Source: an optimization exercise on an open RTL-to-GDS flow (aim: small area, a short achievable clock period and few clock cycles per item). Production flows keep margins and buffers that such runs may drop.
RTL that was checked went through simulation tests only; none was proved equivalent to the original.
Power figures rest on the tool's default switching activity, not on a simulated workload.

## dds_freq_scaler
module dds_freq_scaler (
    input  wire        clk,
    input  wire        rst,                 
    input  wire        in_valid,
    output wire        in_ready,
    input  wire [47:0] in_q,
    input  wire [31:0] in_ref,
    output wire        out_valid,
    input  wire        out_ready,
    output wire [27:0] out_word,
    output reg  [1:0]  out_err
);
==> flow/config.mk <==
export PLATFORM = sky130hd
export DESIGN_NAME = dds_freq_scaler
export DESIGN_NICKNAME = dds_freq_scaler
export VERILOG_FILES = /design/flow/design.v
export SDC_FILE = /design/flow/constraint.sdc
export NUM_CORES = 4
export LEC_CHECK = 0
export CAP_MARGIN = 20
export CORE_MARGIN = 2
export CORE_UTILIZATION = 60
export CTS_BUF_LIST = sky130_fd_sc_hd__clkbuf_4 sky130_fd_sc_hd__clkbuf_8
export SLEW_MARGIN = 20
==> flow/constraint.sdc <==
create_clock -name core_clock -period 10.0 [get_ports {clk}]
set_input_delay 2.0000 -clock core_clock [delete_from_list [all_inputs] [get_ports {clk}]]
set_output_delay 2.0000 -clock core_clock [all_outputs]
set_load 0.01 [all_outputs]
standard.sh (not shown) runs the stock make flow with config.mk's settings and CLKGATE_MAP_FILE= SYNTH_SCRIPT=/design/flow/synth_recipe.tcl, a recipe that flattens the netlist after the stock synthesis.
==> flow/flow/run.sh <==
#!/bin/bash
# Standard ORFS layout (the standard.sh), with two flow knobs changed:
#  - port buffers are buf_1 cells instead of the resizer's default pick;
set -euo pipefail
export BUFFER_PORTS_ARGS="-buffer_cell sky130_fd_sc_hd__buf_1"
export SETUP_SLACK_MARGIN="${SETUP_SLACK_MARGIN_OVERRIDE:-6.8}"
bash standard.sh > standard_flow.log 2>&1
==> next run, changes <==
--- a/flow/design.v
+++ b/flow/design.v
@@ -192,20 +192,21 @@
     assign a_c[32] = a_G4_31;
     assign a_c[33] = a_G5_32;
     wire [32:0] rnew  = a_p ^ a_c[32:0];
     wire        q_bit = ~rnew[32];
     wire        second = (cnt == 5'd1);
     wire        last  = (cnt == 5'd29);
     wire        stop  = bad | sr[0];        
     wire [27:0] a     = sr[28:1];
     wire        rnd   = sr[0];
     wire        ref0  = (r == 32'd0);
+    wire        ld    = ~(busy | fin | outv);    
     assign in_ready  = idle;
     assign out_valid = outv;
     assign out_word  = sr[28:1];
     always @(posedge clk) begin
         if (rst) begin
             idle <= 1'b1;
             busy <= 1'b0;
             fin  <= 1'b0;
             outv <= 1'b0;
         end else begin
@@ -221,30 +222,30 @@
                 fin  <= 1'b0;
                 outv <= 1'b1;
             end
             if (outv && out_ready) begin
                 outv <= 1'b0;
                 idle <= 1'b1;
             end
         end
     end
     always @(posedge clk) begin
-        cnt    <= idle ? 5'd0 : cnt + 5'd1;
-        rem    <= idle ? {3'b000, in_q[46:17]} : rnew;
-        rem_sg <= idle ? in_q[47] : rnew[32];
-        if (idle) begin
-            r   <= in_ref;
+        cnt    <= busy ? cnt + 5'd1 : 5'd0;
+        rem    <= busy ? rnew : {3'b000, in_q[46:17]};
+        rem_sg <= busy ? rnew[32] : in_q[47];
+        if (!busy)
+            r  <= in_ref;
+        if (ld)
             bad <= in_q[47];
-        end else if (busy && second) begin
+        else if (busy && second)
             bad <= stop;
-        end
-        if (idle)
+        if (ld)
             sr <= {in_q[16:0], 12'd0};
         else if (busy)
             sr <= {sr[27:0], q_bit};
         else                                
             sr[28:1] <= (fin & bad) ? 28'd0 : a + {27'd0, fin & rnd};
         if (fin) begin
             if (ref0)
                 out_err <= 2'd2;
             else if (bad | (&a & rnd))
                 out_err <= 2'd1;
The new run completed with no timing, DRC or antenna violations.
Total power climbs by 8.8%.
Worst setup slack gets worse by 0.018 ns.
Via count drops by 8.5%.
Register-to-register slack gets worse by 0.07 ns.
Clock skew climbs by 0.0080 ns.
Testbench counts after the change, summed over its fixed seeds: cycles 77,100, items 2,400.
For the first run of this note, only the layout was checked, not whether the RTL still works.

========
## v6
Another version of the RTL of dds_freq_scaler (not shown whole).
Size: roughly 660 cells after synthesis, about 110 flip-flops, roughly 120 I/O pins, about 6300 sq um of cells after synthesis.
==> flow/design.v (excerpt) <==
module dds_freq_scaler (
    input  wire        clk,
    input  wire        rst,                 
    input  wire        in_valid,
    output wire        in_ready,
    input  wire [47:0] in_q,
    input  wire [31:0] in_ref,
    output wire        out_valid,
    input  wire        out_ready,
    output wire [27:0] out_word,
    output reg  [1:0]  out_err
);
    reg         idle;                       
    reg         busy;                       
    reg         fin;                        
    reg         outv;                       
    reg  [4:0]  cnt;
    reg  [31:0] r;                          
    reg  [32:0] rem;                        
    reg  [28:0] sr;                         
    reg         bad;                        
    wire        sub   = ~rem[32];
    wire [32:0] t     = {rem[31:0], sr[28]};
    wire [32:0] a_b   = {33{sub}} ^ {1'b0, r};
    wire [32:0] a_p   = t ^ a_b;
  ...
==> flow/config.mk <==
export PLATFORM = sky130hd
export DESIGN_NAME = dds_freq_scaler
export DESIGN_NICKNAME = dds_freq_scaler
export VERILOG_FILES = /design/flow/design.v
export SDC_FILE = /design/flow/constraint.sdc
export NUM_CORES = 4
export LEC_CHECK = 0
export CAP_MARGIN = 20
export CORE_MARGIN = 2
export CORE_UTILIZATION = 60
export CTS_BUF_LIST = sky130_fd_sc_hd__clkbuf_4 sky130_fd_sc_hd__clkbuf_8
export SLEW_MARGIN = 20
==> flow/constraint.sdc <==
create_clock -name core_clock -period 10.0 [get_ports {clk}]
set_input_delay 2.0000 -clock core_clock [delete_from_list [all_inputs] [get_ports {clk}]]
set_output_delay 2.0000 -clock core_clock [all_outputs]
set_load 0.01 [all_outputs]
==> flow/flow/run.sh <==
#!/bin/bash
# Standard ORFS layout (the standard.sh), with two flow knobs changed:
#  - port buffers are buf_1 cells instead of the resizer's default pick;
set -euo pipefail
export BUFFER_PORTS_ARGS="-buffer_cell sky130_fd_sc_hd__buf_1"
export SETUP_SLACK_MARGIN="${SETUP_SLACK_MARGIN_OVERRIDE:-7.0}"
bash standard.sh > standard_flow.log 2>&1
v6 finished all stages; the layout is clean.
Testbench counts of v6, summed over its fixed seeds: cycles 77,025, items 2,400.
The following lists how v7 was set up differently from v6:
-- flow/design.v --
<<< v6, line 196
    wire [27:0] a     = sr[28:1];
    wire        rnd   = sr[0];
    wire [27:0] w     = a + {27'd0, rnd};
    wire        ref0  = (r == 32'd0);
    assign in_ready  = idle;
    assign out_valid = outv;
    assign out_word  = sr[27:0];
    always @(posedge clk) begin
        if (rst) begin
>>> v7, line 196
    wire [27:0] a     = sr[28:1];
    wire        rnd   = sr[0];
    wire        ref0  = (r == 32'd0);
    assign in_ready  = idle;
    assign out_valid = outv;
    assign out_word  = sr[28:1];
    always @(posedge clk) begin
        if (rst) begin
<<< v6, line 239
        else if (busy)
            sr <= {sr[27:0], q_bit};
        else if (fin) begin
            sr[27:0] <= bad ? 28'd0 : w;
            if (ref0)
                out_err <= 2'd2;
>>> v7, line 238
        else if (busy)
            sr <= {sr[27:0], q_bit};
        else                                
            sr[28:1] <= (fin & bad) ? 28'd0 : a + {27'd0, fin & rnd};
        if (fin) begin
            if (ref0)
                out_err <= 2'd2;
==> comparison <==
Summary of v7 over v6: area after synthesis lost 7.2%; share of power burned in combinational logic +6.6 points. Relative to v6, the cell count of the worst reg-to-reg path of v7 is higher by 3. Relative to v6, the multi-input gate count measured on v7 has decreased slightly. After synthesis and placement, the instance count of v7 is below that of v6. Register fraction of the total cell area, v7 and v6: lower on v7. v7 was carried through to the last stage, and its layout satisfied the timing, design-rule and antenna checks. When v7 is set beside v6, its global-route usage turns out to be 0.86 points larger. v7 vs v6 on sequential power: v7 is the higher one. v7 has wire length above what v6 had. Portion of total power attributed to sequential cells (v7 over v6): decrease, 2.9 points. | final worst-path setup slack | v7 vs v6 | worse |. Die: v7 smaller than v6.
For v7, only the layout was checked, not whether the RTL still works.

========
== JK ==
Another version of the RTL of dds_freq_scaler (not shown whole).
For scale: roughly 110 flip-flops, roughly 120 I/O pins.
==> flow/config.mk <==
export PLATFORM = sky130hd
export DESIGN_NAME = dds_freq_scaler
export DESIGN_NICKNAME = dds_freq_scaler
export VERILOG_FILES = /design/flow/design.v
export SDC_FILE = /design/flow/constraint.sdc
export NUM_CORES = 4
export LEC_CHECK = 0
export CAP_MARGIN = 20
export CORE_MARGIN = 2
export CORE_UTILIZATION = 60
export CTS_BUF_LIST = sky130_fd_sc_hd__clkbuf_4 sky130_fd_sc_hd__clkbuf_8
export SLEW_MARGIN = 20
==> flow/constraint.sdc <==
create_clock -name core_clock -period 10.0 [get_ports {clk}]
set_input_delay 2.0000 -clock core_clock [delete_from_list [all_inputs] [get_ports {clk}]]
set_output_delay 2.0000 -clock core_clock [all_outputs]
set_load 0.01 [all_outputs]
==> flow/flow/run.sh <==
#!/bin/bash
# Standard ORFS layout (the standard.sh), with two flow knobs changed:
#  - port buffers are buf_1 cells instead of the resizer's default pick;
set -euo pipefail
export BUFFER_PORTS_ARGS="-buffer_cell sky130_fd_sc_hd__buf_1"
export SETUP_SLACK_MARGIN="${SETUP_SLACK_MARGIN_OVERRIDE:-6.9}"
bash standard.sh > standard_flow.log 2>&1
Testbench counts of JK, summed over its fixed seeds: cycles 69,998, items 2,400.
### JK -> MS
-- flow/design.v --
<<< JK, line 20
    reg  [32:0] rem;                        
    reg         rem_sg;                     
    reg  [28:0] sr;                         
    reg         xr;                         
>>> MS, line 20
    reg  [32:0] rem;                        
    reg         rem_sg;                     
    reg         sub_l;                      
    reg         sub_u;                      
    reg  [28:0] sr;                         
    reg         xr;                         
<<< JK, line 26
    wire        sub_h = ~rem_sg;
    wire [32:0] t     = {rem[31:0], xr};
    wire [32:0] a_b   = {{17{sub_h}}, {16{sub}}} ^ {1'b0, r};
    wire [32:0] a_p   = t ^ a_b;
    wire [32:0] a_g   = {t[32:1] & a_b[32:1], (t[0] & a_b[0]) | (a_p[0] & sub)};
>>> MS, line 28
    wire        sub_h = ~rem_sg;
    wire [32:0] t     = {rem[31:0], xr};
    wire [32:0] a_b   = {{8{sub_u}}, {8{sub_h}}, {9{sub_l}}, {8{sub}}} ^ {1'b0, r};
    wire [32:0] a_p   = t ^ a_b;
    wire [32:0] a_g   = {t[32:1] & a_b[32:1], (t[0] & a_b[0]) | (a_p[0] & sub)};
<<< JK, line 233
        rem    <= ld ? {3'b000, in_q[46:17]} : rnew;
        rem_sg <= ld ? in_q[47] : rnew[32];
        if (ld)
            xr <= in_q[16];
>>> MS, line 235
        rem    <= ld ? {3'b000, in_q[46:17]} : rnew;
        rem_sg <= ld ? in_q[47] : rnew[32];
        sub_l  <= ld ? 1'b1 : ~rnew[32];
        sub_u  <= ld ? ~in_q[47] : ~rnew[32];
        if (ld)
            xr <= in_q[16];
Notes after the runs:
Changes observed in MS relative to JK: wire length of the first global-routing pass shrank by about 1.2%; overall power after layout shrank by 75 uW.
Taking JK as the reference, in MS power density of the placed cells fell by 2.4%, detailed-route DRC error count has remained practically unchanged, fraction of area in multi-input gates fell by 0.20 points, count of clock tree sinks went up 2.
Overall via count from detail_route across MS and JK: no real change.
Testbench counts of MS, summed over its fixed seeds: cycles 69,998, items 2,400.

[static timing again, ports no longer ideal]
The flow's constraints put no driver on any port. The routed layouts listed below were extracted and timed again, unchanged, in two steps. Step 1 sets driving cells, clkbuf_16 on the clock port and buf_2 on the other inputs (assumed; they add their load-dependent delay and slew). Step 2 times the ports against the registers' clock, not the clock port: input delays grow and output delays shrink by t, the midpoint of the rising clock arrivals with the driver on. Slacks: no drivers / after step 1 / after step 2; pairs: no drivers / after step 1.
run | shift t [ns] | setup slack, ns | clock arrival spread, ns | slew at the worst register clock pin (ns)
the first run of note 1 | 0.399 | 6.936 / 6.902 / 6.987 | 0.010 / 0.009 | 0.11 / 0.11
the second run of note 1 | 0.411 | 6.918 / 6.895 / 6.918 | 0.016 / 0.016 | 0.11 / 0.11
v6 | 0.396 | 7.037 / 7.002 / 7.153 | 0.013 / 0.013 | 0.10 / 0.10
v7 | 0.409 | 6.948 / 6.948 / 6.948 | 0.016 / 0.015 | 0.11 / 0.11
JK | 0.417 | 6.952 / 6.918 / 6.678 | 0.015 / 0.015 | 0.10 / 0.10
MS | 0.396 | 6.971 / 6.938 / 6.667 | 0.011 / 0.011 | 0.10 / 0.10
After both steps every run listed still meets setup and hold. The setup slack of MS, which loses most, moves by -0.033 ns with the drivers and by -0.304 ns with both steps.
